Background: an optimization exercise with open tools, aiming at small area, a short achievable clock period and few clock cycles per item. Do not read the settings as production practice. In this exercise RTL edits were held to simulation tests only and were not proved equivalent to the original. Power and IR drop assume default switching activity.

### design/flow/config.mk
export PLATFORM = sky130hd
export DESIGN_NAME = yuv420_block_csc
export DESIGN_NICKNAME = yuv420_block_csc
export VERILOG_FILES = /design/flow/design.v
export SDC_FILE = /design/flow/constraint.sdc
export NUM_CORES = 4
export LEC_CHECK = 0
export CAP_MARGIN = 20
export CORE_MARGIN = 2
export CORE_UTILIZATION = 65
export SLEW_MARGIN = 20
export SYNTH_HIERARCHICAL = 1
### design/flow/constraint.sdc
create_clock -name core_clock -period 22.0 [get_ports {clk}]
set_input_delay 4.4000 -clock core_clock [delete_from_list [all_inputs] [get_ports {clk}]]
set_output_delay 4.4000 -clock core_clock [all_outputs]
set_load 0.01 [all_outputs]
### design/flow/design.v
module csc_fa (
    input  wire a,
    input  wire b,
    input  wire c,
    output wire s,
    output wire co
);
    assign s  = a ^ b ^ c;
    assign co = (a & b) | (c & (a ^ b));
endmodule
module csc_ha (
    input  wire a,
    input  wire b,
    output wire s,
    output wire co
);
    assign s  = a ^ b;
    assign co = a & b;
endmodule
module csc_tab_r1_g1 (
    input  wire [3:0] x,
    output wire [33:0] t
);
    assign t[0] = 16'haad5 >> x;
    assign t[1] = 16'h66cc >> x;
    assign t[2] = 16'h1e3c >> x;
    assign t[3] = 16'hfe03 >> x;
    assign t[4] = 16'hfe00 >> x;
    assign t[5] = 16'h54aa >> x;
    assign t[6] = 16'h3266 >> x;
    assign t[7] = 16'ha4b4 >> x;
    assign t[8] = 16'h926d >> x;
    assign t[9] = 16'h24b6 >> x;
    assign t[10] = 16'h38c7 >> x;
    assign t[11] = 16'hc0f8 >> x;
    assign t[12] = 16'h00ff >> x;
    assign t[13] = 16'h9076 >> x;
    assign t[14] = 16'hd66e >> x;
    assign t[15] = 16'h9100 >> x;
    assign t[16] = 16'h6fff >> x;
    assign t[17] = 16'haaaa >> x;
    assign t[18] = 16'h3333 >> x;
    assign t[19] = 16'h6969 >> x;
    assign t[20] = 16'hb24d >> x;
    assign t[21] = 16'h96db >> x;
    assign t[22] = 16'hdb6d >> x;
    assign t[23] = 16'hb6db >> x;
    assign t[24] = 16'h71c7 >> x;
    assign t[25] = 16'h5a95 >> x;
    assign t[26] = 16'h6319 >> x;
    assign t[27] = 16'hd6b4 >> x;
    assign t[28] = 16'h9b26 >> x;
    assign t[29] = 16'hb692 >> x;
    assign t[30] = 16'h8e71 >> x;
    assign t[31] = 16'h81f0 >> x;
    assign t[32] = 16'h7ff0 >> x;
    assign t[33] = 16'hfff0 >> x;
endmodule
module csc_tab_r2_g2 (
    input  wire [3:0] x,
    output wire [24:0] t
);
    assign t[0] = 16'h09de >> x;
    assign t[1] = 16'h5554 >> x;
    assign t[2] = 16'h3332 >> x;
    assign t[3] = 16'ha5a4 >> x;
    assign t[4] = 16'h6c92 >> x;
    assign t[5] = 16'h4924 >> x;
    assign t[6] = 16'h8e38 >> x;
    assign t[7] = 16'h0fc0 >> x;
    assign t[8] = 16'hf000 >> x;
    assign t[9] = 16'h52d5 >> x;
    assign t[10] = 16'h1fad >> x;
    assign t[11] = 16'h75ac >> x;
    assign t[12] = 16'h5936 >> x;
    assign t[13] = 16'h3492 >> x;
    assign t[14] = 16'h5924 >> x;
    assign t[15] = 16'h3492 >> x;
    assign t[16] = 16'h0c71 >> x;
    assign t[17] = 16'h56a5 >> x;
    assign t[18] = 16'h6739 >> x;
    assign t[19] = 16'h2d6b >> x;
    assign t[20] = 16'h49b2 >> x;
    assign t[21] = 16'h2496 >> x;
    assign t[22] = 16'h1c71 >> x;
    assign t[23] = 16'h03f0 >> x;
    assign t[24] = 16'h000f >> x;
endmodule
module csc_tab_b1_g3 (
    input  wire [3:0] x,
    output wire [31:0] t
);
    assign t[0] = 16'he86a >> x;
    assign t[1] = 16'h3c52 >> x;
    assign t[2] = 16'h5227 >> x;
    assign t[3] = 16'h36ee >> x;
    assign t[4] = 16'h0e1e >> x;
    assign t[5] = 16'hfe01 >> x;
    assign t[6] = 16'h54aa >> x;
    assign t[7] = 16'h3266 >> x;
    assign t[8] = 16'h0e1e >> x;
    assign t[9] = 16'h54ab >> x;
    assign t[10] = 16'h98cc >> x;
    assign t[11] = 16'he0f0 >> x;
    assign t[12] = 16'h00ff >> x;
    assign t[13] = 16'h0b97 >> x;
    assign t[14] = 16'h488a >> x;
    assign t[15] = 16'h141d >> x;
    assign t[16] = 16'h1fe0 >> x;
    assign t[17] = 16'h4aaa >> x;
    assign t[18] = 16'h6ccc >> x;
    assign t[19] = 16'h70f0 >> x;
    assign t[20] = 16'h2a55 >> x;
    assign t[21] = 16'h19cc >> x;
    assign t[22] = 16'h5296 >> x;
    assign t[23] = 16'h6318 >> x;
    assign t[24] = 16'h294a >> x;
    assign t[25] = 16'h4d93 >> x;
    assign t[26] = 16'h24b6 >> x;
    assign t[27] = 16'h4924 >> x;
    assign t[28] = 16'h2492 >> x;
    assign t[29] = 16'h1c71 >> x;
    assign t[30] = 16'h03f0 >> x;
    assign t[31] = 16'h000f >> x;
endmodule
module csc_tab_b2_g4 (
    input  wire [3:0] x,
    output wire [23:0] t
);
    assign t[0] = 16'he92e >> x;
    assign t[1] = 16'hc2ba >> x;
    assign t[2] = 16'hb774 >> x;
    assign t[3] = 16'h9112 >> x;
    assign t[4] = 16'h8f0e >> x;
    assign t[5] = 16'h2a54 >> x;
    assign t[6] = 16'h3398 >> x;
    assign t[7] = 16'hc3e0 >> x;
    assign t[8] = 16'hfc00 >> x;
    assign t[9] = 16'h0594 >> x;
    assign t[10] = 16'h4e2e >> x;
    assign t[11] = 16'h5030 >> x;
    assign t[12] = 16'h0a95 >> x;
    assign t[13] = 16'h398c >> x;
    assign t[14] = 16'h52d6 >> x;
    assign t[15] = 16'h6318 >> x;
    assign t[16] = 16'h294a >> x;
    assign t[17] = 16'h4d93 >> x;
    assign t[18] = 16'h24b6 >> x;
    assign t[19] = 16'h4924 >> x;
    assign t[20] = 16'h2492 >> x;
    assign t[21] = 16'h1c71 >> x;
    assign t[22] = 16'h03f0 >> x;
    assign t[23] = 16'h000f >> x;
endmodule
module csc_add_r (
    input  wire [12:0] a,
    input  wire [12:0] b,
    output wire [8:0] s
);
    wire [12:0] g = a & b;
    wire [12:0] p = a ^ b;
    wire g1_1;
    wire p1_1;
    wire g1_3;
    wire p1_3;
    wire g1_5;
    wire p1_5;
    wire g1_7;
    wire p1_7;
    wire g1_9;
    wire p1_9;
    wire g1_11;
    wire p1_11;
    wire g2_2;
    wire p2_2;
    wire g2_3;
    wire p2_3;
    wire g2_6;
    wire p2_6;
    wire g2_7;
    wire p2_7;
    wire g2_10;
    wire p2_10;
    wire g2_11;
    wire p2_11;
    wire g3_4;
    wire p3_4;
    wire g3_5;
    wire p3_5;
    wire g3_6;
    wire p3_6;
    wire g3_7;
    wire p3_7;
    wire g3_12;
    wire p3_12;
    wire g4_8;
    wire p4_8;
    wire g4_9;
    wire p4_9;
    wire g4_10;
    wire p4_10;
    wire g4_11;
    wire p4_11;
    wire g4_12;
    wire p4_12;
    assign g1_1 = g[1] | (p[1] & g[0]);
    assign p1_1 = p[1] & p[0];
    assign g1_3 = g[3] | (p[3] & g[2]);
    assign p1_3 = p[3] & p[2];
    assign g1_5 = g[5] | (p[5] & g[4]);
    assign p1_5 = p[5] & p[4];
    assign g1_7 = g[7] | (p[7] & g[6]);
    assign p1_7 = p[7] & p[6];
    assign g1_9 = g[9] | (p[9] & g[8]);
    assign p1_9 = p[9] & p[8];
    assign g1_11 = g[11] | (p[11] & g[10]);
    assign p1_11 = p[11] & p[10];
    assign g2_2 = g[2] | (p[2] & g1_1);
    assign p2_2 = p[2] & p1_1;
    assign g2_3 = g1_3 | (p1_3 & g1_1);
    assign p2_3 = p1_3 & p1_1;
    assign g2_6 = g[6] | (p[6] & g1_5);
    assign p2_6 = p[6] & p1_5;
    assign g2_7 = g1_7 | (p1_7 & g1_5);
    assign p2_7 = p1_7 & p1_5;
    assign g2_10 = g[10] | (p[10] & g1_9);
    assign p2_10 = p[10] & p1_9;
    assign g2_11 = g1_11 | (p1_11 & g1_9);
    assign p2_11 = p1_11 & p1_9;
    assign g3_4 = g[4] | (p[4] & g2_3);
    assign p3_4 = p[4] & p2_3;
    assign g3_5 = g1_5 | (p1_5 & g2_3);
    assign p3_5 = p1_5 & p2_3;
    assign g3_6 = g2_6 | (p2_6 & g2_3);
    assign p3_6 = p2_6 & p2_3;
    assign g3_7 = g2_7 | (p2_7 & g2_3);
    assign p3_7 = p2_7 & p2_3;
    assign g3_12 = g[12] | (p[12] & g2_11);
    assign p3_12 = p[12] & p2_11;
    assign g4_8 = g[8] | (p[8] & g3_7);
    assign p4_8 = p[8] & p3_7;
    assign g4_9 = g1_9 | (p1_9 & g3_7);
    assign p4_9 = p1_9 & p3_7;
    assign g4_10 = g2_10 | (p2_10 & g3_7);
    assign p4_10 = p2_10 & p3_7;
    assign g4_11 = g2_11 | (p2_11 & g3_7);
    assign p4_11 = p2_11 & p3_7;
    assign g4_12 = g3_12 | (p3_12 & g3_7);
    assign p4_12 = p3_12 & p3_7;
    assign s[0] = p[4] ^ g2_3;
    assign s[1] = p[5] ^ g3_4;
    assign s[2] = p[6] ^ g3_5;
    assign s[3] = p[7] ^ g3_6;
    assign s[4] = p[8] ^ g3_7;
    assign s[5] = p[9] ^ g4_8;
    assign s[6] = p[10] ^ g4_9;
    assign s[7] = p[11] ^ g4_10;
    assign s[8] = p[12] ^ g4_11;
endmodule
module csc_add_b (
    input  wire [12:0] a,
    input  wire [12:0] b,
    output wire [8:0] s
);
    wire [12:0] g = a & b;
    wire [12:0] p = a ^ b;
    wire g1_1;
    wire p1_1;
    wire g1_3;
    wire p1_3;
    wire g1_5;
    wire p1_5;
    wire g1_7;
    wire p1_7;
    wire g1_9;
    wire p1_9;
    wire g1_11;
    wire p1_11;
    wire g2_2;
    wire p2_2;
    wire g2_3;
    wire p2_3;
    wire g2_6;
    wire p2_6;
    wire g2_7;
    wire p2_7;
    wire g2_10;
    wire p2_10;
    wire g2_11;
    wire p2_11;
    wire g3_4;
    wire p3_4;
    wire g3_5;
    wire p3_5;
    wire g3_6;
    wire p3_6;
    wire g3_7;
    wire p3_7;
    wire g3_12;
    wire p3_12;
    wire g4_8;
    wire p4_8;
    wire g4_9;
    wire p4_9;
    wire g4_10;
    wire p4_10;
    wire g4_11;
    wire p4_11;
    wire g4_12;
    wire p4_12;
    assign g1_1 = g[1] | (p[1] & g[0]);
    assign p1_1 = p[1] & p[0];
    assign g1_3 = g[3] | (p[3] & g[2]);
    assign p1_3 = p[3] & p[2];
    assign g1_5 = g[5] | (p[5] & g[4]);
    assign p1_5 = p[5] & p[4];
    assign g1_7 = g[7] | (p[7] & g[6]);
    assign p1_7 = p[7] & p[6];
    assign g1_9 = g[9] | (p[9] & g[8]);
    assign p1_9 = p[9] & p[8];
    assign g1_11 = g[11] | (p[11] & g[10]);
    assign p1_11 = p[11] & p[10];
    assign g2_2 = g[2] | (p[2] & g1_1);
    assign p2_2 = p[2] & p1_1;
    assign g2_3 = g1_3 | (p1_3 & g1_1);
    assign p2_3 = p1_3 & p1_1;
    assign g2_6 = g[6] | (p[6] & g1_5);
    assign p2_6 = p[6] & p1_5;
    assign g2_7 = g1_7 | (p1_7 & g1_5);
    assign p2_7 = p1_7 & p1_5;
    assign g2_10 = g[10] | (p[10] & g1_9);
    assign p2_10 = p[10] & p1_9;
    assign g2_11 = g1_11 | (p1_11 & g1_9);
    assign p2_11 = p1_11 & p1_9;
    assign g3_4 = g[4] | (p[4] & g2_3);
    assign p3_4 = p[4] & p2_3;
    assign g3_5 = g1_5 | (p1_5 & g2_3);
    assign p3_5 = p1_5 & p2_3;
    assign g3_6 = g2_6 | (p2_6 & g2_3);
    assign p3_6 = p2_6 & p2_3;
    assign g3_7 = g2_7 | (p2_7 & g2_3);
    assign p3_7 = p2_7 & p2_3;
    assign g3_12 = g[12] | (p[12] & g2_11);
    assign p3_12 = p[12] & p2_11;
    assign g4_8 = g[8] | (p[8] & g3_7);
    assign p4_8 = p[8] & p3_7;
    assign g4_9 = g1_9 | (p1_9 & g3_7);
    assign p4_9 = p1_9 & p3_7;
    assign g4_10 = g2_10 | (p2_10 & g3_7);
    assign p4_10 = p2_10 & p3_7;
    assign g4_11 = g2_11 | (p2_11 & g3_7);
    assign p4_11 = p2_11 & p3_7;
    assign g4_12 = g3_12 | (p3_12 & g3_7);
    assign p4_12 = p3_12 & p3_7;
    assign s[0] = p[4] ^ g2_3;
    assign s[1] = p[5] ^ g3_4;
    assign s[2] = p[6] ^ g3_5;
    assign s[3] = p[7] ^ g3_6;
    assign s[4] = p[8] ^ g3_7;
    assign s[5] = p[9] ^ g4_8;
    assign s[6] = p[10] ^ g4_9;
    assign s[7] = p[11] ^ g4_10;
    assign s[8] = p[12] ^ g4_11;
endmodule
module csc_add_g (
    input  wire [20:0] a,
    input  wire [20:0] b,
    output wire [8:0] s
);
    wire [20:0] g = a & b;
    wire [20:0] p = a ^ b;
    wire g1_1;
    wire p1_1;
    wire g1_3;
    wire p1_3;
    wire g1_5;
    wire p1_5;
    wire g1_7;
    wire p1_7;
    wire g1_9;
    wire p1_9;
    wire g1_11;
    wire p1_11;
    wire g1_13;
    wire p1_13;
    wire g1_15;
    wire p1_15;
    wire g1_17;
    wire p1_17;
    wire g1_19;
    wire p1_19;
    wire g2_2;
    wire p2_2;
    wire g2_3;
    wire p2_3;
    wire g2_6;
    wire p2_6;
    wire g2_7;
    wire p2_7;
    wire g2_10;
    wire p2_10;
    wire g2_11;
    wire p2_11;
    wire g2_14;
    wire p2_14;
    wire g2_15;
    wire p2_15;
    wire g2_18;
    wire p2_18;
    wire g2_19;
    wire p2_19;
    wire g3_4;
    wire p3_4;
    wire g3_5;
    wire p3_5;
    wire g3_6;
    wire p3_6;
    wire g3_7;
    wire p3_7;
    wire g3_12;
    wire p3_12;
    wire g3_13;
    wire p3_13;
    wire g3_14;
    wire p3_14;
    wire g3_15;
    wire p3_15;
    wire g3_20;
    wire p3_20;
    wire g4_8;
    wire p4_8;
    wire g4_9;
    wire p4_9;
    wire g4_10;
    wire p4_10;
    wire g4_11;
    wire p4_11;
    wire g4_12;
    wire p4_12;
    wire g4_13;
    wire p4_13;
    wire g4_14;
    wire p4_14;
    wire g4_15;
    wire p4_15;
    wire g5_16;
    wire p5_16;
    wire g5_17;
    wire p5_17;
    wire g5_18;
    wire p5_18;
    wire g5_19;
    wire p5_19;
    wire g5_20;
    wire p5_20;
    assign g1_1 = g[1] | (p[1] & g[0]);
    assign p1_1 = p[1] & p[0];
    assign g1_3 = g[3] | (p[3] & g[2]);
    assign p1_3 = p[3] & p[2];
    assign g1_5 = g[5] | (p[5] & g[4]);
    assign p1_5 = p[5] & p[4];
    assign g1_7 = g[7] | (p[7] & g[6]);
    assign p1_7 = p[7] & p[6];
    assign g1_9 = g[9] | (p[9] & g[8]);
    assign p1_9 = p[9] & p[8];
    assign g1_11 = g[11] | (p[11] & g[10]);
    assign p1_11 = p[11] & p[10];
    assign g1_13 = g[13] | (p[13] & g[12]);
    assign p1_13 = p[13] & p[12];
    assign g1_15 = g[15] | (p[15] & g[14]);
    assign p1_15 = p[15] & p[14];
    assign g1_17 = g[17] | (p[17] & g[16]);
    assign p1_17 = p[17] & p[16];
    assign g1_19 = g[19] | (p[19] & g[18]);
    assign p1_19 = p[19] & p[18];
    assign g2_2 = g[2] | (p[2] & g1_1);
    assign p2_2 = p[2] & p1_1;
    assign g2_3 = g1_3 | (p1_3 & g1_1);
    assign p2_3 = p1_3 & p1_1;
    assign g2_6 = g[6] | (p[6] & g1_5);
    assign p2_6 = p[6] & p1_5;
    assign g2_7 = g1_7 | (p1_7 & g1_5);
    assign p2_7 = p1_7 & p1_5;
    assign g2_10 = g[10] | (p[10] & g1_9);
    assign p2_10 = p[10] & p1_9;
    assign g2_11 = g1_11 | (p1_11 & g1_9);
    assign p2_11 = p1_11 & p1_9;
    assign g2_14 = g[14] | (p[14] & g1_13);
    assign p2_14 = p[14] & p1_13;
    assign g2_15 = g1_15 | (p1_15 & g1_13);
    assign p2_15 = p1_15 & p1_13;
    assign g2_18 = g[18] | (p[18] & g1_17);
    assign p2_18 = p[18] & p1_17;
    assign g2_19 = g1_19 | (p1_19 & g1_17);
    assign p2_19 = p1_19 & p1_17;
    assign g3_4 = g[4] | (p[4] & g2_3);
    assign p3_4 = p[4] & p2_3;
    assign g3_5 = g1_5 | (p1_5 & g2_3);
    assign p3_5 = p1_5 & p2_3;
    assign g3_6 = g2_6 | (p2_6 & g2_3);
    assign p3_6 = p2_6 & p2_3;
    assign g3_7 = g2_7 | (p2_7 & g2_3);
    assign p3_7 = p2_7 & p2_3;
    assign g3_12 = g[12] | (p[12] & g2_11);
    assign p3_12 = p[12] & p2_11;
    assign g3_13 = g1_13 | (p1_13 & g2_11);
    assign p3_13 = p1_13 & p2_11;
    assign g3_14 = g2_14 | (p2_14 & g2_11);
    assign p3_14 = p2_14 & p2_11;
    assign g3_15 = g2_15 | (p2_15 & g2_11);
    assign p3_15 = p2_15 & p2_11;
    assign g3_20 = g[20] | (p[20] & g2_19);
    assign p3_20 = p[20] & p2_19;
    assign g4_8 = g[8] | (p[8] & g3_7);
    assign p4_8 = p[8] & p3_7;
    assign g4_9 = g1_9 | (p1_9 & g3_7);
    assign p4_9 = p1_9 & p3_7;
    assign g4_10 = g2_10 | (p2_10 & g3_7);
    assign p4_10 = p2_10 & p3_7;
    assign g4_11 = g2_11 | (p2_11 & g3_7);
    assign p4_11 = p2_11 & p3_7;
    assign g4_12 = g3_12 | (p3_12 & g3_7);
    assign p4_12 = p3_12 & p3_7;
    assign g4_13 = g3_13 | (p3_13 & g3_7);
    assign p4_13 = p3_13 & p3_7;
    assign g4_14 = g3_14 | (p3_14 & g3_7);
    assign p4_14 = p3_14 & p3_7;
    assign g4_15 = g3_15 | (p3_15 & g3_7);
    assign p4_15 = p3_15 & p3_7;
    assign g5_16 = g[16] | (p[16] & g4_15);
    assign p5_16 = p[16] & p4_15;
    assign g5_17 = g1_17 | (p1_17 & g4_15);
    assign p5_17 = p1_17 & p4_15;
    assign g5_18 = g2_18 | (p2_18 & g4_15);
    assign p5_18 = p2_18 & p4_15;
    assign g5_19 = g2_19 | (p2_19 & g4_15);
    assign p5_19 = p2_19 & p4_15;
    assign g5_20 = g3_20 | (p3_20 & g4_15);
    assign p5_20 = p3_20 & p4_15;
    assign s[0] = p[12] ^ g4_11;
    assign s[1] = p[13] ^ g4_12;
    assign s[2] = p[14] ^ g4_13;
    assign s[3] = p[15] ^ g4_14;
    assign s[4] = p[16] ^ g4_15;
    assign s[5] = p[17] ^ g5_16;
    assign s[6] = p[18] ^ g5_17;
    assign s[7] = p[19] ^ g5_18;
    assign s[8] = p[20] ^ g5_19;
endmodule
module csc_chroma (
    input  wire [7:0] u,
    input  wire [7:0] v,
    output wire [7:0] dr,
    output wire pr,
    output wire [7:0] dg,
    output wire pg,
    output wire [7:0] db,
    output wire pb
);
    wire [33:0] n1;
    wire [24:0] n2;
    wire [31:0] n3;
    wire [23:0] n4;
    wire [8:0] n5;
    wire [8:0] n6;
    wire n7;
    wire n8;
    wire n9;
    wire n10;
    wire n11;
    wire n12;
    wire n13;
    wire n14;
    wire n15;
    wire n16;
    wire n17;
    wire n18;
    wire n19;
    wire n20;
    wire n21;
    wire n22;
    wire n23;
    wire n24;
    wire n25;
    wire n26;
    wire n27;
    wire n28;
    wire n29;
    wire n30;
    wire n31;
    wire n32;
    wire n33;
    wire n34;
    wire n35;
    wire n36;
    wire n37;
    wire n38;
    wire n39;
    wire n40;
    wire n41;
    wire n42;
    wire n43;
    wire n44;
    wire n45;
    wire n46;
    wire n47;
    wire n48;
    wire n49;
    wire n50;
    wire n51;
    wire n52;
    wire n53;
    wire n54;
    wire n55;
    wire n56;
    wire n57;
    wire n58;
    wire n59;
    wire n60;
    wire n61;
    wire n62;
    wire n63;
    wire n64;
    wire n65;
    wire n66;
    wire n67;
    wire n68;
    wire n69;
    wire n70;
    wire n71;
    wire n72;
    wire n73;
    wire n74;
    wire n75;
    wire n76;
    wire [8:0] n77;
    csc_tab_r1_g1 u1 (.x(v[7:4]), .t(n1));
    csc_tab_r2_g2 u2 (.x(v[3:0]), .t(n2));
    csc_tab_b1_g3 u3 (.x(u[7:4]), .t(n3));
    csc_tab_b2_g4 u4 (.x(u[3:0]), .t(n4));
    csc_add_r u5 (.a({n1[12], n1[11], n1[10], n1[9], n1[8], n1[7], n1[6], n1[5], n1[4], n1[3], n1[2], n1[1], n1[0]}), .b({1'b0, 1'b0, 1'b0, 1'b0, n2[8], n2[7], n2[6], n2[5], n2[4], n2[3], n2[2], n2[1], n2[0]}), .s(n5));
    csc_add_b u6 (.a({n3[12], n3[11], n3[10], n3[9], n3[8], n3[7], n3[6], n3[5], n3[4], n3[3], n3[2], n3[1], n3[0]}), .b({1'b0, 1'b0, 1'b0, 1'b0, n4[8], n4[7], n4[6], n4[5], n4[4], n4[3], n4[2], n4[1], n4[0]}), .s(n6));
    csc_ha u7 (.a(n1[13]), .b(n2[9]), .s(n7), .co(n8));
    csc_fa u8 (.a(n1[14]), .b(n2[10]), .c(n3[14]), .s(n9), .co(n10));
    csc_fa u9 (.a(n1[15]), .b(n2[11]), .c(n3[15]), .s(n11), .co(n12));
    csc_fa u10 (.a(n1[16]), .b(n2[12]), .c(n3[16]), .s(n13), .co(n14));
    csc_fa u11 (.a(n1[17]), .b(n2[13]), .c(n3[17]), .s(n15), .co(n16));
    csc_fa u12 (.a(n1[18]), .b(n2[14]), .c(n3[18]), .s(n17), .co(n18));
    csc_fa u13 (.a(n1[19]), .b(n2[15]), .c(n3[19]), .s(n19), .co(n20));
    csc_fa u14 (.a(n1[20]), .b(n2[16]), .c(n3[20]), .s(n21), .co(n22));
    csc_fa u15 (.a(n1[21]), .b(n2[17]), .c(n3[21]), .s(n23), .co(n24));
    csc_fa u16 (.a(n1[22]), .b(n2[18]), .c(n3[22]), .s(n25), .co(n26));
    csc_fa u17 (.a(n1[23]), .b(n2[19]), .c(n3[23]), .s(n27), .co(n28));
    csc_fa u18 (.a(n1[24]), .b(n2[20]), .c(n3[24]), .s(n29), .co(n30));
    csc_fa u19 (.a(n1[25]), .b(n2[21]), .c(n3[25]), .s(n31), .co(n32));
    csc_fa u20 (.a(n1[26]), .b(n2[22]), .c(n3[26]), .s(n33), .co(n34));
    csc_fa u21 (.a(n1[27]), .b(n2[23]), .c(n3[27]), .s(n35), .co(n36));
    csc_ha u22 (.a(n1[28]), .b(n2[24]), .s(n37), .co(n38));
    csc_ha u23 (.a(n7), .b(n3[13]), .s(n39), .co(n40));
    csc_fa u24 (.a(n8), .b(n9), .c(n4[10]), .s(n41), .co(n42));
    csc_fa u25 (.a(n10), .b(n11), .c(n4[11]), .s(n43), .co(n44));
    csc_fa u26 (.a(n12), .b(n13), .c(n4[12]), .s(n45), .co(n46));
    csc_fa u27 (.a(n14), .b(n15), .c(n4[13]), .s(n47), .co(n48));
    csc_fa u28 (.a(n16), .b(n17), .c(n4[14]), .s(n49), .co(n50));
    csc_fa u29 (.a(n18), .b(n19), .c(n4[15]), .s(n51), .co(n52));
    csc_fa u30 (.a(n20), .b(n21), .c(n4[16]), .s(n53), .co(n54));
    csc_fa u31 (.a(n22), .b(n23), .c(n4[17]), .s(n55), .co(n56));
    csc_fa u32 (.a(n24), .b(n25), .c(n4[18]), .s(n57), .co(n58));
    csc_fa u33 (.a(n26), .b(n27), .c(n4[19]), .s(n59), .co(n60));
    csc_fa u34 (.a(n28), .b(n29), .c(n4[20]), .s(n61), .co(n62));
    csc_fa u35 (.a(n30), .b(n31), .c(n4[21]), .s(n63), .co(n64));
    csc_fa u36 (.a(n32), .b(n33), .c(n4[22]), .s(n65), .co(n66));
    csc_fa u37 (.a(n34), .b(n35), .c(n4[23]), .s(n67), .co(n68));
    csc_fa u38 (.a(n36), .b(n37), .c(n3[28]), .s(n69), .co(n70));
    csc_fa u39 (.a(n38), .b(n1[29]), .c(n3[29]), .s(n71), .co(n72));
    csc_ha u40 (.a(n1[30]), .b(n3[30]), .s(n73), .co(n74));
    csc_ha u41 (.a(n1[31]), .b(n3[31]), .s(n75), .co(n76));
    csc_add_g u42 (.a({n1[33], n76, n74, n72, n70, n68, n66, n64, n62, n60, n58, n56, n54, n52, n50, n48, n46, n44, n42, n40, n39}), .b({1'b0, n1[32], n75, n73, n71, n69, n67, n65, n63, n61, n59, n57, n55, n53, n51, n49, n47, n45, n43, n41, n4[9]}), .s(n77));
    assign dr = {n5[7], n5[6], n5[5], n5[4], n5[3], n5[2], n5[1], n5[0]};
    assign pr = ~n5[8];
    assign dg = {n77[7], n77[6], n77[5], n77[4], n77[3], n77[2], n77[1], n77[0]};
    assign pg = ~n77[8];
    assign db = {n6[7], n6[6], n6[5], n6[4], n6[3], n6[2], n6[1], n6[0]};
    assign pb = ~n6[8];
endmodule
module csc_keephi (
    input  wire c,
    input  wire p,
    output wire keep,
    output wire hi
);
    assign keep = c | p;
    assign hi = c & p;
endmodule
module csc_clamp (
    input  wire [7:0] s,
    input  wire keep,
    input  wire hi,
    output wire [7:0] q
);
    assign q = (s & {8{keep}}) | {8{hi}};
endmodule
module csc_chan (
    input  wire [7:0] y,
    input  wire [7:0] d,
    input  wire p,
    output wire [7:0] q
);
    wire n1;
    wire n2;
    wire n3;
    wire n4;
    wire n5;
    wire n6;
    wire n7;
    wire n8;
    wire n9;
    wire n10;
    wire n11;
    wire n12;
    wire n13;
    wire n14;
    wire n15;
    wire n16;
    wire keep, hi;
    csc_ha u1 (.a(y[0]), .b(d[0]), .s(n1), .co(n2));
    csc_fa u2 (.a(y[1]), .b(d[1]), .c(n2), .s(n3), .co(n4));
    csc_fa u3 (.a(y[2]), .b(d[2]), .c(n4), .s(n5), .co(n6));
    csc_fa u4 (.a(y[3]), .b(d[3]), .c(n6), .s(n7), .co(n8));
    csc_fa u5 (.a(y[4]), .b(d[4]), .c(n8), .s(n9), .co(n10));
    csc_fa u6 (.a(y[5]), .b(d[5]), .c(n10), .s(n11), .co(n12));
    csc_fa u7 (.a(y[6]), .b(d[6]), .c(n12), .s(n13), .co(n14));
    csc_fa u8 (.a(y[7]), .b(d[7]), .c(n14), .s(n15), .co(n16));
    csc_keephi u9 (.c(n16), .p(p), .keep(keep), .hi(hi));
    csc_clamp u10 (.s({n15, n13, n11, n9, n7, n5, n3, n1}), .keep(keep), .hi(hi), .q(q));
endmodule
module yuv420_block_csc (
    input  wire        clk,
    input  wire        rst,         
    input  wire        in_valid,
    output wire        in_ready,
    input  wire [31:0] in_y,        
    input  wire [7:0]  in_u,
    input  wire [7:0]  in_v,
    output wire        out_valid,
    input  wire        out_ready,
    output wire [95:0] out_rgb      
);
    reg        rdy;                 
    reg        a_valid;
    reg [47:0] a_d;                 
    reg        s_valid;
    reg [47:0] s_d;                 
    reg        p_valid;
    reg [31:0] p_y;
    reg [7:0]  p_dr, p_dg, p_db;    
    reg        p_pr, p_pg, p_pb;    
    reg        b_valid;
    reg        b_idle;              
    reg [95:0] b_rgb;
    wire p_x = !p_valid || b_idle;
    wire a_x = !a_valid || p_x;
    wire [7:0] b_en;
    wire [3:0] p_en;
    wire [2:0] a_en;
    genvar k;
    generate
        for (k = 0; k < 8; k = k + 1) begin : g_ben
            csc_en u_en (.a(b_idle), .b(out_ready), .y(b_en[k]));
        end
        for (k = 0; k < 4; k = k + 1) begin : g_pen
            csc_en u_en (.a(p_x), .b(out_ready), .y(p_en[k]));
        end
        for (k = 0; k < 3; k = k + 1) begin : g_aen
            csc_en u_en (.a(a_x), .b(out_ready), .y(a_en[k]));
        end
    endgenerate
    wire b_go = b_idle || out_ready;
    wire p_go = !p_valid || b_go;
    wire a_go = !a_valid || p_go;
    wire acc  = in_valid && rdy;
    assign in_ready  = rdy;
    assign out_valid = b_valid;
    assign out_rgb   = b_rgb;
    wire s_valid_n = s_valid ? !a_go : (acc && !a_go);
    wire [47:0] in_d = {in_v, in_u, in_y};
    wire [47:0] a_nx = s_valid ? s_d : in_d;
    always @(posedge clk) begin
        if (!s_valid)
            s_d <= in_d;
        if (a_en[0]) a_d[15:0]  <= a_nx[15:0];
        if (a_en[1]) a_d[31:16] <= a_nx[31:16];
        if (a_en[2]) a_d[47:32] <= a_nx[47:32];
    end
    always @(posedge clk) begin
        if (rst) begin
            rdy     <= 1'b1;
            s_valid <= 1'b0;
            a_valid <= 1'b0;
            p_valid <= 1'b0;
            b_valid <= 1'b0;
            b_idle  <= 1'b1;
        end else begin
            rdy     <= !s_valid_n;
            s_valid <= s_valid_n;
            if (a_go) a_valid <= s_valid || acc;
            if (p_go) p_valid <= a_valid;
            if (b_go) begin
                b_valid <= p_valid;
                b_idle  <= !p_valid;
            end
        end
    end
    wire [7:0] dr, dg, db;
    wire       pr, pg, pb;
    csc_chroma u_chroma (
        .u(a_d[39:32]), .v(a_d[47:40]),
        .dr(dr), .pr(pr), .dg(dg), .pg(pg), .db(db), .pb(pb)
    );
    always @(posedge clk) begin
        if (p_en[0]) begin
            p_y[15:0] <= a_d[15:0];
        end
        if (p_en[1]) begin
            p_y[31:16] <= a_d[31:16];
        end
        if (p_en[2]) begin
            p_dr <= dr;
            p_pr <= pr;
            p_dg <= dg;
            p_pg <= pg;
        end
        if (p_en[3]) begin
            p_db <= db;
            p_pb <= pb;
        end
    end
    wire [95:0] rgb;
    generate
        for (k = 0; k < 4; k = k + 1) begin : g_pix
            csc_chan u_r (.y(p_y[8*k +: 8]), .d(p_dr), .p(p_pr), .q(rgb[24*k + 16 +: 8]));
            csc_chan u_g (.y(p_y[8*k +: 8]), .d(p_dg), .p(p_pg), .q(rgb[24*k + 8  +: 8]));
            csc_chan u_b (.y(p_y[8*k +: 8]), .d(p_db), .p(p_pb), .q(rgb[24*k      +: 8]));
        end
        for (k = 0; k < 8; k = k + 1) begin : g_b
            always @(posedge clk) begin
                if (b_en[k])
                    b_rgb[12*k +: 12] <= rgb[12*k +: 12];
            end
        end
    endgenerate
endmodule
module csc_en (input wire a, input wire b, output wire y);
    assign y = a | b;
endmodule
### design/flow/standard.sh
#!/bin/bash
# synth_recipe.tcl (not shown) runs the flow's synth.tcl, then flattens the netlist and writes it again
# the make line also repeats each setting of config.mk as NAME=value (left out here)
make -C /OpenROAD-flow-scripts/flow DESIGN_CONFIG=/design/flow/config.mk WORK_HOME=/design/flow/orfs CLKGATE_MAP_FILE= SYNTH_SCRIPT=/design/flow/synth_recipe.tcl "${@:-finish}"
### design/flow/flow/run.sh
#!/bin/bash
# Layout flow: the standard ORFS flow with two changes: the port buffers
# are sky130_fd_sc_hd__buf_2 cells instead of the delay cell buffer_ports picks by
# itself, and clock tree synthesis uses clkbuf_4/clkbuf_8 cells, clusters of up
# to 30 sinks and no dummy loads.
set -euo pipefail
cd "$(dirname "$0")/.."
export BUFFER_PORTS_ARGS="-buffer_cell sky130_fd_sc_hd__buf_2"
export CTS_ARGS="-sink_clustering_enable -repair_clock_nets -dont_use_dummy_load -buf_list {sky130_fd_sc_hd__clkbuf_8 sky130_fd_sc_hd__clkbuf_16} -sink_clustering_size 20"
bash standard.sh > flow_standard.log 2>&1 || { tail -50 flow_standard.log; exit 1; }
tail -5 flow_standard.log
==> run_results.csv, run 1 <==
group,metric,value,unit
run_status,outcome,"no timing/DRC/antenna violations",
timing,tightestPinTransition,1.07,ns
clocking,clk_latency,0.51,ns
routing,via_count,9602,
timing,hold_violations,0,
routing,wl,34000,um
timing,grt_setup_unrepaired,"false",
clocking,cts_sinks,257,
timing,final_max_slew_viol_count,0,
logic_synthesis,synth_edf_count,203,
pwr,pwr-share-clk,0.187,
worst_setup_path,crit_required,17.60,ns
pwr,p_switching,660,uW
pwr,p_leak,7.24,nW
logic_synthesis,synth_top_area_cell,"edfxtp_1",
global_routing,overflow,0,
min_path,worstHoldStart,"a_d[23]",
worst_setup_path,max_stage_delay,0.42,ns
worst_setup_path,r2r_start,"a_d[44]",
place,hpwl,26300,um
clocking,cts_hold_buf,0,
worst_setup_path,cp_max_fo,1,
min_path,whs_endpoint,"p_y[23]",
cells_and_area,syn2layout_area_growth,8.13,%
worst_setup_path,reg2reg_to,"p_dg[4]",
worst_setup_path,reg2reg_slack,17.16,ns
logic_synthesis,synthCells,1208,
timing,fin_crit,5.51,ns
logic_synthesis,synth.avg_cell_area,13.1,um2
logic_synthesis,ys_warn_count,7,
clocking,post_cts_buffers,0,
logic_synthesis,ys.flop_type,"edfxtp_1",
clocking,cts_tree,"built",
pwr,p_int,1.27,mW
timing,finalCritPeriodShare,0.250,
timing,fin_worst_skew,0.0199,ns
logic_synthesis,ys_top_cells_by_area,"edfxtp_1, fa_1, ha_1, dfxtp_1, a21o_1",
global_routing,antenna_found_initial,0,
worst_setup_path,slowest_stage,"edfxtp_1",
job,drv_cap,0,
place,preCtsSetupSlack,16.07,ns
place,portBuffers,149,
worst_setup_path,worstSetupPathType,"flip-flop to output pin",
routing,dr.pass1.iters,5,
floorplanning,num_rows,57,
worst_setup_path,r2r_cells,14,
clocking,cts-root-buf,"clkbuf_16",
clocking,cts_resized,0,
pwr,p_comb_frac,0.385,
pwr,ir_drop,0.0668,mV
global_routing,first_global_vias,9325,
logic_synthesis,synth_top_area_share,0.384,
routing,antenna_left,0,
floorplanning,core-area,24200,um2
place,routabilityCongestion,0.929,
logic_synthesis,yosysUniqueCellTypes,82,
worst_setup_path,path_cells,"buf_2",
worst_setup_path,crit_family,"flip-flops",
cells_and_area,final_common_cell,"edfxtp_1",
floorplanning,die_h,160,um
worst_setup_path,crit_arrival,1.11,ns
timing,relSlewSlack,0.285,
floorplanning,ios,150,
global_routing,grt_pass1_wl,52100,um
clocking,cts.path.max_buffers,3,
clocking,htree_levels,1,
pwr,seqPwrFrac,0.427,
cells_and_area,fin_nets,1596,
floorplanning,initial_core_util,0.657,
worst_setup_path,cp_num_buf_inv,1,
clocking,cts_buffers,26,
pwr,pwr_density_cell,112,nW/um2
worst_setup_path,cp-start-kind,"flip-flop",
global_routing,grt_max_degree,43,
timing,setup_slack,16.49,ns
global_routing,track_usage,0.266,
logic_synthesis,synthArstFlopShare,0,
cells_and_area,final_cell_mix,"edfxtp_1, buf_2, fa_1, a21o_1, ha_1",
cells_and_area,fin_util,0.710,
timing,setup_viol,0,
floorplanning,die_x,160,um
timing,setup_tns,0,ns
min_path,hold_class,"flip-flop to flip-flop",
logic_synthesis,synth_seq_area_share,0.452,
routing,viasPerCell,5.81,
routing,wl_per_cell,20.6,um
clocking,clk_pin_slew,0.06,ns
pwr,swShare,0.343,
cells_and_area,n_antenna_cell,0,
floorplanning,die_area,25700,um2
worst_setup_path,end_kind,"output pin",
routing,drcViolationCount,0,
min_path,holdPathStages,0,
routing,drt_iter0_drc,743,
timing,fmaxAchievable,182,MHz
logic_synthesis,synthesis.area,15900,um2
logic_synthesis,ys_ff_latch,257,
cells_and_area,drive_above_1_share,0.217,
==> how the worst max path moves through the flow <==
stage	slack (ns)	end	from	cells after the start
after floorplan	16.78	p_dg[0]	out_ready	1
after global placement	16.10	a_d[45]	out_ready	2
after detailed placement	16.07	a_d[46]	out_ready	2
after CTS	16.47	out_rgb[7]	b_rgb[7]	1
after global routing	16.48	out_rgb[7]	b_rgb[7]	1
final	16.49	out_rgb[7]	b_rgb[7]	1
==> final cells by class <==
cell class	count	area, um2
clock buffers	26	651
fillers	1731	7010
inverters	50	188
multi-input cells	840	7950
flip-flops and latches	257	7180
well taps	324	405
repair buffers	156	798
==> cells by family (layout without fill, tap and decap cells) <==
logic type | count (synthesis) | count (layout) | share of synthesized area
AO/OA/AOI/OAI | 330 | 330 | 0.145
flip-flops | 257 | 257 | 0.452
adder cells (fa/ha/maj) | 213 | 213 | 0.224
AND/OR/NAND/NOR | 202 | 202 | 0.0681
buffers and inverters | 119 | 232 | 0.0493
multiplexers | 59 | 59 | 0.0459
XOR/XNOR | 27 | 27 | 0.0149
other | 1 | 9 | 0.000236
==> registers in the layout, summed over array words and instances, names as in the netlist, 8 cells and up <==
signal and count:
p_dr 8, p_dg 8, a_d 48, p_db 8
s_d 48, p_y 32, b_rgb 96
==> per-module statistics from Yosys, one instance, submodules excluded, excerpt <==
module / cell area [um2] / flops+latches
csc_add_b: 419 / 0
csc_add_g: 678 / 0
csc_add_r: 419 / 0
csc_chroma: 15.0 / 0
csc_clamp: 82.6 / 0
csc_en: 6.26 / 0
csc_fa: 20.0 / 0
csc_keephi: 13.8 / 0
csc_tab_b1_g3: 681 / 0
csc_tab_b2_g4: 706 / 0
csc_tab_r1_g1: 733 / 0
csc_tab_r2_g2: 601 / 0
yuv420_block_csc: 7880 / 257
==> power groups by stage <==
stage          Clock, mW  Sequential (mW)  Combinational (mW)
2_1_floorplan          0            0.836               0.494
3_3_place_gp           0            0.831               0.713
3_5_place_dp           0            0.834               0.726
4_1_cts            0.369            0.825               0.739
5_1_grt            0.388            0.835               0.829
6_report           0.361            0.823               0.742
==> metrics by stage <==
step / hold slack (ns) / power [mW] / instance area, um2 / std cells
2_1_floorplan: 0.400 / 1.33 / 15900 / 1216
3_3_place_gp: 0.402 / 1.54 / 16500 / 1627
3_5_place_dp: 0.405 / 1.56 / 16500 / 1627
4_1_cts: 0.414 / 1.93 / 17200 / 1653
5_1_grt: 0.412 / 2.05 / 17200 / 1653
6_report: 0.411 / 1.93 / 17200 / 1653
==> synth_stat cells (27+ instances only) <==
library cell / n
a21o_1: 111
a21oi_1: 58
buf_6: 28
dfxtp_1: 54
edfxtp_1: 203
fa_1: 119
ha_1: 94
inv_1: 47
mux2_2: 39
nand2_1: 43
nor2_1: 38
o21ai_0: 29
or2_1: 27
==> per-layer routing <==
metal  share of wire  global-route usage
met1            0.43               0.371
met2            0.48               0.443
met3           0.059              0.0371
met4           0.029              0.0770
met5               0                   0
Testbench counts, summed over its fixed seeds: cycles 16,024, items 16,000.
==> inputs of run 2 (changes only) <==
--- a/design/flow/design.v
+++ b/design/flow/design.v
@@ -697,7 +697,9 @@
     input  wire keep,
     input  wire hi,
+    input  wire en,
+    input  wire [7:0] q0,
     output wire [7:0] q
 );
-    assign q = (s & {8{keep}}) | {8{hi}};
+    assign q = en ? ((s & {8{keep}}) | {8{hi}}) : q0;
 endmodule
 module csc_chan (
@@ -705,4 +707,6 @@
     input  wire [7:0] d,
     input  wire p,
+    input  wire en,
+    input  wire [7:0] q0,
     output wire [7:0] q
 );
@@ -733,5 +737,5 @@
     csc_fa u8 (.a(y[7]), .b(d[7]), .c(n14), .s(n15), .co(n16));
     csc_keephi u9 (.c(n16), .p(p), .keep(keep), .hi(hi));
-    csc_clamp u10 (.s({n15, n13, n11, n9, n7, n5, n3, n1}), .keep(keep), .hi(hi), .q(q));
+    csc_clamp u10 (.s({n15, n13, n11, n9, n7, n5, n3, n1}), .keep(keep), .hi(hi), .en(en), .q0(q0), .q(q));
 endmodule
 module yuv420_block_csc (
@@ -779,5 +783,5 @@
     wire p_go = !p_valid || b_go;
     wire a_go = !a_valid || p_go;
-    wire acc  = in_valid && rdy;
+    wire acc  = in_valid && !s_valid;    
     assign in_ready  = rdy;
     assign out_valid = b_valid;
@@ -839,15 +843,13 @@
     generate
         for (k = 0; k < 4; k = k + 1) begin : g_pix
-            csc_chan u_r (.y(p_y[8*k +: 8]), .d(p_dr), .p(p_pr), .q(rgb[24*k + 16 +: 8]));
-            csc_chan u_g (.y(p_y[8*k +: 8]), .d(p_dg), .p(p_pg), .q(rgb[24*k + 8  +: 8]));
-            csc_chan u_b (.y(p_y[8*k +: 8]), .d(p_db), .p(p_pb), .q(rgb[24*k      +: 8]));
-        end
-        for (k = 0; k < 8; k = k + 1) begin : g_b
-            always @(posedge clk) begin
-                if (b_en[k])
-                    b_rgb[12*k +: 12] <= rgb[12*k +: 12];
-            end
+            csc_chan u_r (.y(p_y[8*k +: 8]), .d(p_dr), .p(p_pr), .en(b_en[(3*k + 0) * 2 / 3]), .q0(b_rgb[24*k + 16 +: 8]), .q(rgb[24*k + 16 +: 8]));
+            csc_chan u_g (.y(p_y[8*k +: 8]), .d(p_dg), .p(p_pg), .en(b_en[(3*k + 1) * 2 / 3]), .q0(b_rgb[24*k + 8  +: 8]), .q(rgb[24*k + 8  +: 8]));
+            csc_chan u_b (.y(p_y[8*k +: 8]), .d(p_db), .p(p_pb), .en(b_en[(3*k + 2) * 2 / 3]), .q0(b_rgb[24*k      +: 8]), .q(rgb[24*k      +: 8]));
         end
     endgenerate
+    always @(posedge clk)
+        b_rgb <= rgb;
+    generate
+    endgenerate
 endmodule
 module csc_en (input wire a, input wire b, output wire y);
==> design/flow/flow/run.sh (replaced) <==
#!/bin/bash
# Layout flow: the standard ORFS flow with two changes: the port buffers
# are sky130_fd_sc_hd__buf_1 cells instead of the delay cell buffer_ports picks by
# itself, and clock tree synthesis uses clkbuf_4/clkbuf_8 cells, clusters of up
# to 30 sinks and no dummy loads.
set -euo pipefail
cd "$(dirname "$0")/.."
export BUFFER_PORTS_ARGS="-buffer_cell sky130_fd_sc_hd__buf_1"
export CTS_ARGS="-sink_clustering_enable -repair_clock_nets -dont_use_dummy_load -buf_list {sky130_fd_sc_hd__clkbuf_4 sky130_fd_sc_hd__clkbuf_8} -sink_clustering_size 30"
bash standard.sh > flow_standard.log 2>&1 || { tail -50 flow_standard.log; exit 1; }
tail -5 flow_standard.log
==> run_results.csv, run 2 <==
group,metric,value,unit
cells_and_area,drive_above_1_share,0.131,
cells_and_area,final_common_cell,"nand2_1",
place,place_area,16000,um2
worst_setup_path,max_stage_delay,0.82,ns
floorplanning,num_rows,56,
logic_synthesis,synth_seq_area_share,0.397,
routing,via_count,10600,
cells_and_area,largest_register_ffs,96,
timing,final_max_slew_viol_count,0,
cells_and_area,top_regs,"b_rgb x96, a_d x48, s_d x48",
logic_synthesis,ys_top_cells_by_area,"edfxtp_1, dfxtp_1, fa_1, ha_1, mux2_2",
logic_synthesis,synthArstFlopShare,0,
clocking,cts_buffers,41,
global_routing,antenna_found_initial,0,
global_routing,track_usage,0.278,
place,routabilityCongestion,0.892,
floorplanning,die_h,159,um
pwr,p_switching,744,uW
clocking,cts_hold_buf,0,
timing,whs,0.405,ns
timing,fin_crit,6.00,ns
worst_setup_path,slowest_stage,"buf_1",
logic_synthesis,ys.flop_type,"dfxtp_1",
min_path,hold_class,"flip-flop to flip-flop",
cells_and_area,syn2layout_area_growth,6.11,%
routing,wl,34800,um
logic_synthesis,synth_top_area_cell,"edfxtp_1",
clocking,htree_levels,2,
floorplanning,die_area,25300,um2
timing,fin_worst_skew,0.0909,ns
floorplanning,ios,150,
clocking,post_cts_buffers,0,
routing,antenna_left,0,
place,preCtsSetupSlack,15.58,ns
logic_synthesis,yosysUniqueCellTypes,76,
routing,dr.pass1.iters,5,
pwr,pwr_density_cell,115,nW/um2
worst_setup_path,cp-start-kind,"primary input",
floorplanning,die_x,159,um
place,portBuffers,149,
pwr,p_leak,6.73,nW
pwr,p_comb_frac,0.421,
pwr,p_int,1.16,mW
cells_and_area,fin_cells,1855,
clocking,cts_resized,0,
global_routing,first_global_vias,10200,
logic_synthesis,synthTopCellsByCount,"dfxtp_1, nand2_1, nor2_1, fa_1, edfxtp_1",
pwr,ir_drop,0.0722,mV
logic_synthesis,ys_ff_latch,257,
worst_setup_path,cp_num_buf_inv,1,
logic_synthesis,synth_top_area_share,0.205,
job,drv_cap,0,
timing,setup_tns,0,ns
worst_setup_path,crit_arrival,6.35,ns
timing,finalCritPeriodShare,0.273,
logic_synthesis,synthCells,1417,
timing,setup_viol,0,
worst_setup_path,crit_required,22.35,ns
cells_and_area,n_antenna_cell,0,
worst_setup_path,crit_family,"simple AND/OR/NAND/NOR gates",
pwr,fin_total_pwr,1.90,mW
place,hpwl,27100,um
cells_and_area,top_register,"b_rgb",
pwr,seqPwrFrac,0.409,
logic_synthesis,synthesis.area,15600,um2
routing,drt_iter0_drc,848,
timing,fmaxAchievable,167,MHz
routing,viasPerCell,5.70,
pwr,pwr-share-clk,0.170,
run_status,outcome,"no timing/DRC/antenna violations",
global_routing,overflow,0,
worst_setup_path,cp_max_fo,19,
worst_setup_path,path_cells,"buf_1, or2_1, nor2b_4, a21oi_1",
timing,tightestPinTransition,1.15,ns
cells_and_area,fillers,1852,
cells_and_area,fin_util,0.705,
logic_synthesis,ys_warn_count,7,
timing,grt_setup_unrepaired,"false",
floorplanning,core-area,23500,um2
floorplanning,initial_core_util,0.664,
timing,relSlewSlack,0.236,
pwr,swShare,0.391,
place,dp.cells,1814,
global_routing,grt_max_degree,50,
timing,hold_violations,0,
global_routing,grt_pass1_wl,55000,um
clocking,cts-root-buf,"clkbuf_8",
clocking,clk_pin_slew,0.06,ns
clocking,cts_tree,"built",
cells_and_area,fin_area,16600,um2
routing,drcViolationCount,0,
clocking,clk_latency,0.55,ns
worst_setup_path,worstSetupPathType,"primary input to flip-flop",
worst_setup_path,end_kind,"flip-flop",
timing,setup_slack,16.00,ns
logic_synthesis,synth_edf_count,107,
cells_and_area,final_cell_mix,"nand2_1, dfxtp_1, buf_1, nor2_1, fa_1",
cells_and_area,fin_nets,1803,
routing,wl_per_cell,18.8,um
clocking,cts.path.max_buffers,3,
clocking,cts_sinks,257,
logic_synthesis,synth.avg_cell_area,11.0,um2
run 2: changes by cell type after synthesis, moves of 13 or more:
cell	previous run	this run
a21o_1	111	14
o21ai_0	29	53
nand2_1	43	150
dfxtp_1	54	150
nor2_1	38	134
a21oi_1	58	98
edfxtp_1	203	107
a21oi_2	9	51
o21ai_1	24	11
run 2: cell families after synthesis:
logic type / count (synthesis) / share of synthesized area
muxes: 60 / 0.0448
and+or+nand+nor: 412 / 0.126
other: 1 / 0.000240
adders and majority gates: 213 / 0.228
AOI/OAI and AO/OA: 318 / 0.136
buffers and inverters: 127 / 0.0506
DFF: 257 / 0.397
xor gates and xnor gates: 29 / 0.0174
run 2: path summary, 6_finish.rpt:
| kind | endpoint | slack [ns] | from | cells after the start |
|---|---|---|---|---|
| worst min-delay path | p_y[31] | 0.41 | a_d[31] | 0 |
| worst min register to register | p_y[31] | 0.41 | a_d[31] | 0 |
| worst max-delay path | b_rgb[66] | 16.00 | out_ready | 4 |
| worst max register to register | p_dg[5] | 16.85 | a_d[36] | 15 |
run 2: worst register-to-register path: stages, from the launching register on:
cell	delay (ns)
edfxtp_1	0.62
inv_1	0.19
ha_1	0.44
nor2_1	0.41
a2bb2oi_1	0.12
o21ai_0	0.27
fa_1	0.53
fa_1	0.50
ha_1	0.32
a21oi_1	0.07
o21ai_0	0.31
o21ai_0	0.17
nor2_2	0.22
a21oi_1	0.15
fa_1	0.39
xnor2_1	0.14
run 2: layer usage:
metal / up-vias / track usage / wire, um
met2: 383 / 0.398 / 14800
li1: 5085 / - / -
met3: 63 / 0.0675 / 2560
met5: - / 0 / 0
met1: 5034 / 0.423 / 16500
met4: 0 / 0.0798 / 880
run 2: power groups by stage:
stage / clock [mW] / combinational, mW / sequential, mW
3_5_place_dp: 0 / 0.796 / 0.785
2_1_floorplan: 0 / 0.559 / 0.785
4_1_cts: 0.332 / 0.799 / 0.778
5_1_grt: 0.351 / 0.899 / 0.794
3_3_place_gp: 0 / 0.776 / 0.784
6_report: 0.323 / 0.801 / 0.777
run 2: layout make-up:
type / instances / area (um2) / share of cell area
Clock buffer: 41 / 564 / 0.0340
Inverter: 45 / 169 / 0.0102
Tap cell: 319 / 399 / 0.0241
Sequential cell: 257 / 6220 / 0.375
Multi-Input combinational cell: 1041 / 8660 / 0.522
Timing Repair Buffer: 152 / 582 / 0.0351
run 2: modules after synthesis (local to each module, per instance), a selection:
| module | cells | flops+latches | area [um2] |
|---|---|---|---|
| csc_tab_b1_g3 | 105 | 0 | 721 |
| csc_add_g | 74 | 0 | 606 |
| csc_add_b | 50 | 0 | 419 |
| csc_add_r | 50 | 0 | 419 |
| csc_fa | 1 | 0 | 20.0 |
| csc_en | 1 | 0 | 6.26 |
Testbench counts of run 2, summed over its fixed seeds: cycles 16,024, items 16,000.
==> inputs of run 3 (changes only) <==
==> design/flow/flow/run.sh (replaced) <==
#!/bin/bash
# Layout flow: the standard ORFS flow with these changes:
# - the port buffers are sky130_fd_sc_hd__buf_1 cells instead of the delay
#   cell buffer_ports picks by itself, and the buffer of out_ready (which
#   drives the enable logic of every stage) is sized up to buf_4 after global
#   placement (flow/post_gpl.tcl);
# - clock tree synthesis uses clkbuf_4/clkbuf_8 cells, clusters of up to 30
#   sinks and no dummy loads.
set -euo pipefail
cd "$(dirname "$0")/.."
export BUFFER_PORTS_ARGS="-buffer_cell sky130_fd_sc_hd__buf_1"
export POST_GLOBAL_PLACE_TCL="$PWD/flow/post_gpl.tcl"
export CTS_ARGS="-sink_clustering_enable -repair_clock_nets -dont_use_dummy_load -buf_list {sky130_fd_sc_hd__clkbuf_4 sky130_fd_sc_hd__clkbuf_8} -sink_clustering_size 30"
bash standard.sh > flow_standard.log 2>&1 || { tail -50 flow_standard.log; exit 1; }
tail -5 flow_standard.log
==> design/flow/flow/post_gpl.tcl (new file) <==
# Size the port buffer of out_ready up: out_ready drives the enable logic of
# every pipeline stage, so its buffer has the largest load of all port buffers.
foreach pin [get_pins -of_objects [get_nets out_ready]] {
  if { [get_property $pin direction] == "input" } {
    set inst [get_cells -of_objects $pin]
    puts "post_gpl: [get_full_name $inst] -> sky130_fd_sc_hd__buf_4"
    replace_cell $inst sky130_fd_sc_hd__buf_4
  }
}
--- a/design/flow/config.mk
+++ b/design/flow/config.mk
@@ -8,5 +8,5 @@
 export CAP_MARGIN = 20
 export CORE_MARGIN = 2
-export CORE_UTILIZATION = 65
+export CORE_UTILIZATION = 72
 export SLEW_MARGIN = 20
 export SYNTH_HIERARCHICAL = 1
==> run_results.csv, run 3 <==
group,metric,value,unit
pwr,fin_total_pwr,1.89,mW
cells_and_area,top_regs,"b_rgb x96, a_d x48, s_d x48",
logic_synthesis,ys.flop_type,"dfxtp_1",
timing,final_max_slew_viol_count,0,
global_routing,track_usage,0.312,
logic_synthesis,ys_top_cells_by_area,"edfxtp_1, dfxtp_1, fa_1, ha_1, mux2_2",
clocking,cts_sinks,257,
clocking,cts_resized,0,
timing,whs,0.418,ns
logic_synthesis,yosysUniqueCellTypes,76,
logic_synthesis,ys_warn_count,7,
worst_setup_path,reg2reg_to,"p_dg[4]",
pwr,pwr_density_cell,114,nW/um2
floorplanning,initial_core_util,0.739,
clocking,cts.path.max_buffers,3,
worst_setup_path,cp_max_fo,2,
timing,tightestPinTransition,1.07,ns
logic_synthesis,synthCells,1417,
worst_setup_path,r2r_cells,15,
routing,drt_iter0_drc,832,
timing,fmaxAchievable,182,MHz
timing,relSlewSlack,0.286,
logic_synthesis,synth.avg_cell_area,11.0,um2
place,portBuffers,149,
cells_and_area,fin_cells,1811,
global_routing,grt_pass1_wl,53700,um
routing,antenna_left,0,
pwr,p_leak,6.73,nW
global_routing,overflow,0,
routing,wl,34500,um
routing,wl_per_cell,19.1,um
floorplanning,die_area,22900,um2
timing,fin_crit,5.51,ns
clocking,cts_tree,"built",
worst_setup_path,r2r_start,"a_d[37]",
logic_synthesis,synth_top_area_cell,"edfxtp_1",
global_routing,grt_max_degree,50,
worst_setup_path,crit_family,"flip-flops",
cells_and_area,fillers,1452,
cells_and_area,regArea,6220,um2
logic_synthesis,synth_seq_area_share,0.397,
timing,finalCritPeriodShare,0.250,
run_status,outcome,"no timing/DRC/antenna violations",
clocking,cts_buffers,41,
routing,via_count,10600,
clocking,htree_levels,2,
timing,setup_viol,0,
cells_and_area,largest_register_ffs,96,
place,dp.cells,1770,
worst_setup_path,cp_num_buf_inv,1,
worst_setup_path,crit_required,17.60,ns
worst_setup_path,reg2reg_slack,16.68,ns
min_path,worstHoldStart,"a_d[14]",
min_path,whs_endpoint,"p_y[14]",
cells_and_area,final_common_cell,"nand2_1",
cells_and_area,drive_above_1_share,0.132,
worst_setup_path,cp-start-kind,"flip-flop",
timing,hold_violations,0,
clocking,cts-root-buf,"clkbuf_8",
logic_synthesis,ys_ff_latch,257,
job,drv_cap,0,
clocking,clk_pin_slew,0.06,ns
timing,setup_slack,16.49,ns
floorplanning,ios,150,
worst_setup_path,path_cells,"buf_1",
floorplanning,die_x,151,um
clocking,clk_latency,0.54,ns
routing,drcViolationCount,0,
logic_synthesis,synthArstFlopShare,0,
global_routing,antenna_found_initial,0,
cells_and_area,multi_input_area,8660,um2
worst_setup_path,worstSetupPathType,"flip-flop to output pin",
timing,setup_tns,0,ns
min_path,holdPathStages,0,
floorplanning,num_rows,53,
logic_synthesis,synthesis.area,15600,um2
cells_and_area,final_cell_mix,"nand2_1, dfxtp_1, buf_1, nor2_1, fa_1",
pwr,ir_drop,0.0639,mV
min_path,hold_class,"flip-flop to flip-flop",
routing,dr.pass1.iters,7,
cells_and_area,fin_nets,1803,
place,preCtsSetupSlack,16.22,ns
worst_setup_path,crit_arrival,1.11,ns
floorplanning,core-area,21200,um2
logic_synthesis,synth_edf_count,107,
global_routing,first_global_vias,10000,
place,hpwl,27000,um
worst_setup_path,slowest_stage,"dfxtp_1",
worst_setup_path,max_stage_delay,0.40,ns
worst_setup_path,end_kind,"output pin",
cells_and_area,n_antenna_cell,0,
timing,grt_setup_unrepaired,"false",
logic_synthesis,synthTopCellsByCount,"dfxtp_1, nand2_1, nor2_1, fa_1, edfxtp_1",
routing,viasPerCell,5.87,
clocking,post_cts_buffers,0,
clocking,cts_hold_buf,0,
logic_synthesis,synth_top_area_share,0.205,
timing,fin_worst_skew,0.0815,ns
cells_and_area,syn2layout_area_growth,5.78,%
floorplanning,die_h,151,um
cells_and_area,top_register,"b_rgb",
run 3: per-stage QoR:
step | util | instance area [um2]
after floorplan | - | 15700
after global placement | 0.755 | 16000
after detailed placement | 0.755 | 16000
after CTS | 0.782 | 16500
after global routing | 0.782 | 16500
final | 0.782 | 16500
run 3: area by class of cell:
class                           count  area share
Inverter                           45      0.0102
Tap cell                          275      0.0208
Clock buffer                       41      0.0341
Multi-Input combinational cell   1041       0.524
Timing Repair Buffer              152      0.0354
Sequential cell                   257       0.376
run 3: power breakdown:
part	total [mW]	switching, mW	internal, mW
registers	0.773	0.129	0.644
clock network	0.326	0.161	0.164
logic	0.795	0.447	0.348
run 3: cell families after synthesis:
family / synth area share
simple gates: 0.126
compound gates: 0.136
flops: 0.397
fa+ha+maj: 0.228
buf+inv: 0.0506
mux: 0.0448
xor+xnor: 0.0174
other cells: 0.000240
run 3: metal layers:
metal / part of all wire / vias to the layer above / wire, um / GRT usage
li1: - / 5066 / - / -
met1: 0.45 / 5054 / 15500 / 0.474
met2: 0.44 / 457 / 15200 / 0.459
met3: 0.092 / 53 / 3180 / 0.0648
met4: 0.020 / 0 / 698 / 0.0799
met5: 0 / - / 0 / 0
run 3: worst reg2reg max path: stages (launching register included):
cell and delay (ns):
edfxtp_1 0.54, inv_1 0.28, ha_1 0.39, or3b_1 0.16, o21ai_0 0.13, o21ai_0 0.62, fa_1 0.57, fa_1 0.49
ha_1 0.31, a21oi_1 0.07, o21ai_0 0.35, o21ai_0 0.18, nor2_2 0.22, a21oi_1 0.16, fa_1 0.52, inv_1 0.04
run 3: how the worst max path moves through the flow:
stage | startpoint | to | slack (ns) | cells past startpoint
2_1_floorplan | out_ready | p_dg[0] | 16.78 | 1
3_3_place_gp | out_ready | b_rgb[57] | 15.75 | 4
3_5_place_dp | out_ready | b_rgb[66] | 16.22 | 4
4_1_cts | b_rgb[8] | out_rgb[8] | 16.48 | 1
5_1_grt | a_d[37] | p_dg[5] | 16.40 | 15
6_report | b_rgb[76] | out_rgb[76] | 16.49 | 1
run 3: Yosys stat by module, one instance, submodules excluded, a selection:
module         cells  area, um2  flip-flops and latches  copies in the design
csc_ha             1       12.5                       0                    17
csc_tab_r2_g2     95        601                       0                     1
csc_tab_b2_g4     99        632                       0                     1
csc_chroma         4       15.0                       0                     1
csc_add_b         50        419                       0                     1
csc_add_r         50        419                       0                     1
csc_clamp         28        155                       0                    12
csc_add_g         74        606                       0                     1
csc_tab_b1_g3    105        721                       0                     1
==> inputs of run 4 (changes only) <==
--- a/design/flow/config.mk
+++ b/design/flow/config.mk
@@ -8,5 +8,5 @@
 export CAP_MARGIN = 20
 export CORE_MARGIN = 2
-export CORE_UTILIZATION = 72
+export CORE_UTILIZATION = 65
 export SLEW_MARGIN = 20
 export SYNTH_HIERARCHICAL = 1
==> run_results.csv, run 4 <==
group,metric,value,unit
run_status,outcome,"no timing/DRC/antenna violations",
logic_synthesis,synthesis.area,15600,um2
worst_setup_path,crit_required,17.60,ns
clocking,cts_sinks,257,
floorplanning,initial_core_util,0.664,
cells_and_area,n_antenna_cell,0,
timing,final_max_slew_viol_count,0,
worst_setup_path,path_cells,"buf_1",
worst_setup_path,r2r_start,"a_d[36]",
place,portBuffers,149,
cells_and_area,final_cell_mix,"nand2_1, dfxtp_1, buf_1, nor2_1, fa_1",
clocking,clk_latency,0.56,ns
worst_setup_path,path_depth,1,
timing,setup_viol,0,
floorplanning,core-area,23500,um2
clocking,cts-root-buf,"clkbuf_8",
clocking,cts_tree,"built",
logic_synthesis,synthTopCellsByCount,"dfxtp_1, nand2_1, nor2_1, fa_1, edfxtp_1",
timing,fin_worst_skew,0.0968,ns
clocking,clk_pin_slew,0.06,ns
clocking,cts_buffers,41,
pwr,pwr_density_cell,115,nW/um2
worst_setup_path,crit_arrival,1.12,ns
timing,finalCritPeriodShare,0.251,
cells_and_area,top_regs,"b_rgb x96, a_d x48, s_d x48",
floorplanning,num_rows,56,
cells_and_area,regArea,6220,um2
logic_synthesis,synthCells,1417,
logic_synthesis,synthArstFlopShare,0,
floorplanning,ios,150,
timing,fin_crit,5.52,ns
logic_synthesis,ys.flop_type,"dfxtp_1",
routing,viasPerCell,5.75,
floorplanning,die_h,159,um
logic_synthesis,yosysUniqueCellTypes,76,
routing,via_count,10700,
routing,dr.pass1.iters,5,
routing,drt_iter0_drc,816,
cells_and_area,fin_nets,1803,
place,hpwl,27100,um
worst_setup_path,max_stage_delay,0.41,ns
cells_and_area,largest_register_ffs,96,
cells_and_area,top_register,"b_rgb",
clocking,htree_levels,2,
pwr,p_int,1.16,mW
logic_synthesis,synth_seq_area_share,0.397,
floorplanning,die_area,25300,um2
pwr,p_switching,746,uW
place,preCtsSetupSlack,16.18,ns
worst_setup_path,cp_num_buf_inv,1,
routing,antenna_left,0,
logic_synthesis,ys_ff_latch,257,
clocking,cts.path.max_buffers,3,
global_routing,track_usage,0.280,
floorplanning,die_x,159,um
global_routing,grt_pass1_wl,55400,um
logic_synthesis,synth_top_area_share,0.205,
worst_setup_path,cp_max_fo,2,
pwr,p_leak,6.73,nW
global_routing,grt_max_degree,50,
pwr,swShare,0.392,
routing,wl_per_cell,18.9,um
timing,setup_tns,0,ns
timing,tightestPinTransition,1.07,ns
cells_and_area,final_common_cell,"nand2_1",
min_path,hold_class,"flip-flop to flip-flop",
worst_setup_path,cp-start-kind,"flip-flop",
timing,fmaxAchievable,181,MHz
logic_synthesis,synth.avg_cell_area,11.0,um2
pwr,ir_drop,0.0679,mV
timing,setup_slack,16.48,ns
worst_setup_path,cp-endpoint,"out_rgb[79]",
logic_synthesis,synth_edf_count,107,
cells_and_area,fillers,1842,
pwr,seqPwrFrac,0.409,
timing,hold_violations,0,
global_routing,antenna_found_initial,1,
global_routing,first_global_vias,10200,
routing,drcViolationCount,0,
routing,wl,35000,um
cells_and_area,multi_input_area,8660,um2
worst_setup_path,reg2reg_to,"p_dg[5]",
pwr,pwr-share-clk,0.170,
worst_setup_path,r2r_cells,15,
clocking,cts_resized,0,
pwr,fin_total_pwr,1.90,mW
logic_synthesis,synth_top_area_cell,"edfxtp_1",
logic_synthesis,ys_warn_count,7,
timing,grt_setup_unrepaired,"false",
min_path,worstHoldStart,"a_d[31]",
global_routing,overflow,0,
clocking,post_cts_buffers,0,
worst_setup_path,end_kind,"output pin",
cells_and_area,syn2layout_area_growth,6.14,%
worst_setup_path,crit_family,"flip-flops",
worst_setup_path,reg2reg_slack,16.83,ns
job,drv_cap,0,
timing,relSlewSlack,0.289,
pwr,p_comb_frac,0.421,
worst_setup_path,slowest_stage,"dfxtp_1",
worst_setup_path,worstSetupPathType,"flip-flop to output pin",
clocking,cts_hold_buf,0,
[run 4: cell counts in the layout (fill, tap and decap cells not counted)]
Identical to the previous run, type by type.
[run 4: how the worst min path moves through the flow]
stage	to	cells after the start
5_1_grt	p_y[31]	0
6_report	p_y[31]	0
3_3_place_gp	p_y[22]	0
4_1_cts	p_y[31]	0
2_1_floorplan	p_y[0]	0
3_5_place_dp	p_y[6]	0
[run 4: through the flow]
stage	utilization	hold slack [ns]	area, um2	cells
floorplan	-	0.400	15700	1425
global placement	0.681	0.403	16000	1814
detailed placement	0.681	0.405	16000	1814
CTS	0.705	0.394	16600	1855
global route	0.705	0.413	16600	1855
finish	0.705	0.393	16600	1855
[run 4: layout make-up]
type                    instances  area share
inverters                      45      0.0102
flip-flops and latches        257       0.375
repair buffers                152      0.0353
clock buffers                  41      0.0340
well taps                     319      0.0240
multi-input cells            1041       0.522
[run 4: cells by family (layout without fill, tap and decap cells)]
kind of cell | after synthesis | in the layout | share of synthesized area
AOI/OAI and AO/OA | 318 | 318 | 0.136
xor gates and xnor gates | 29 | 29 | 0.0174
adders and majority gates | 213 | 213 | 0.228
buffers and inverters | 127 | 238 | 0.0506
DFF | 257 | 257 | 0.397
muxes | 60 | 60 | 0.0448
other | 1 | 9 | 0.000240
and+or+nand+nor | 412 | 412 | 0.126
[run 4: worst reg2reg max path, stage by stage, from the launching register on]
cell	delay, ns
edfxtp_1	0.61
inv_1	0.18
ha_1	0.44
nor2_1	0.44
a2bb2oi_1	0.13
o21ai_0	0.27
fa_1	0.54
fa_1	0.50
ha_1	0.32
a21oi_1	0.07
o21ai_0	0.31
o21ai_0	0.17
nor2_2	0.23
a21oi_1	0.15
fa_1	0.39
xnor2_1	0.14
[run 4: Yosys stat by module (local to each module, per instance), a selection]
module            times used  cells inside  area (um2)
csc_chroma                 1             4        15.0
yuv420_block_csc           1           324        6880
csc_tab_r1_g1              1           110         733
csc_clamp                 12            28         155
csc_ha                    17             1        12.5
csc_tab_b2_g4              1            99         632
csc_en                    15             1        6.26
csc_keephi                12             2        13.8
csc_add_b                  1            50         419
csc_add_g                  1            74         606
csc_tab_r2_g2              1            95         601
csc_add_r                  1            50         419
csc_fa                   114             1        20.0
csc_tab_b1_g3              1           105         721
[run 4: metal layers]
layer | up-vias | wire [um] | GRT usage
li1 | 5086 | - | -
met1 | 5122 | 16300 | 0.426
met2 | 394 | 15100 | 0.400
met3 | 55 | 2800 | 0.0703
met4 | 0 | 770 | 0.0777
met5 | - | 0 | 0
[run 4: power by group through the flow]
| stage | Combinational (mW) | Clock [mW] | Sequential (mW) |
|---|---|---|---|
| after floorplan | 0.559 | 0 | 0.785 |
| after global placement | 0.776 | 0 | 0.784 |
| after detailed placement | 0.795 | 0 | 0.786 |
| after CTS | 0.800 | 0.331 | 0.778 |
| after global routing | 0.900 | 0.353 | 0.794 |
| final | 0.802 | 0.323 | 0.778 |
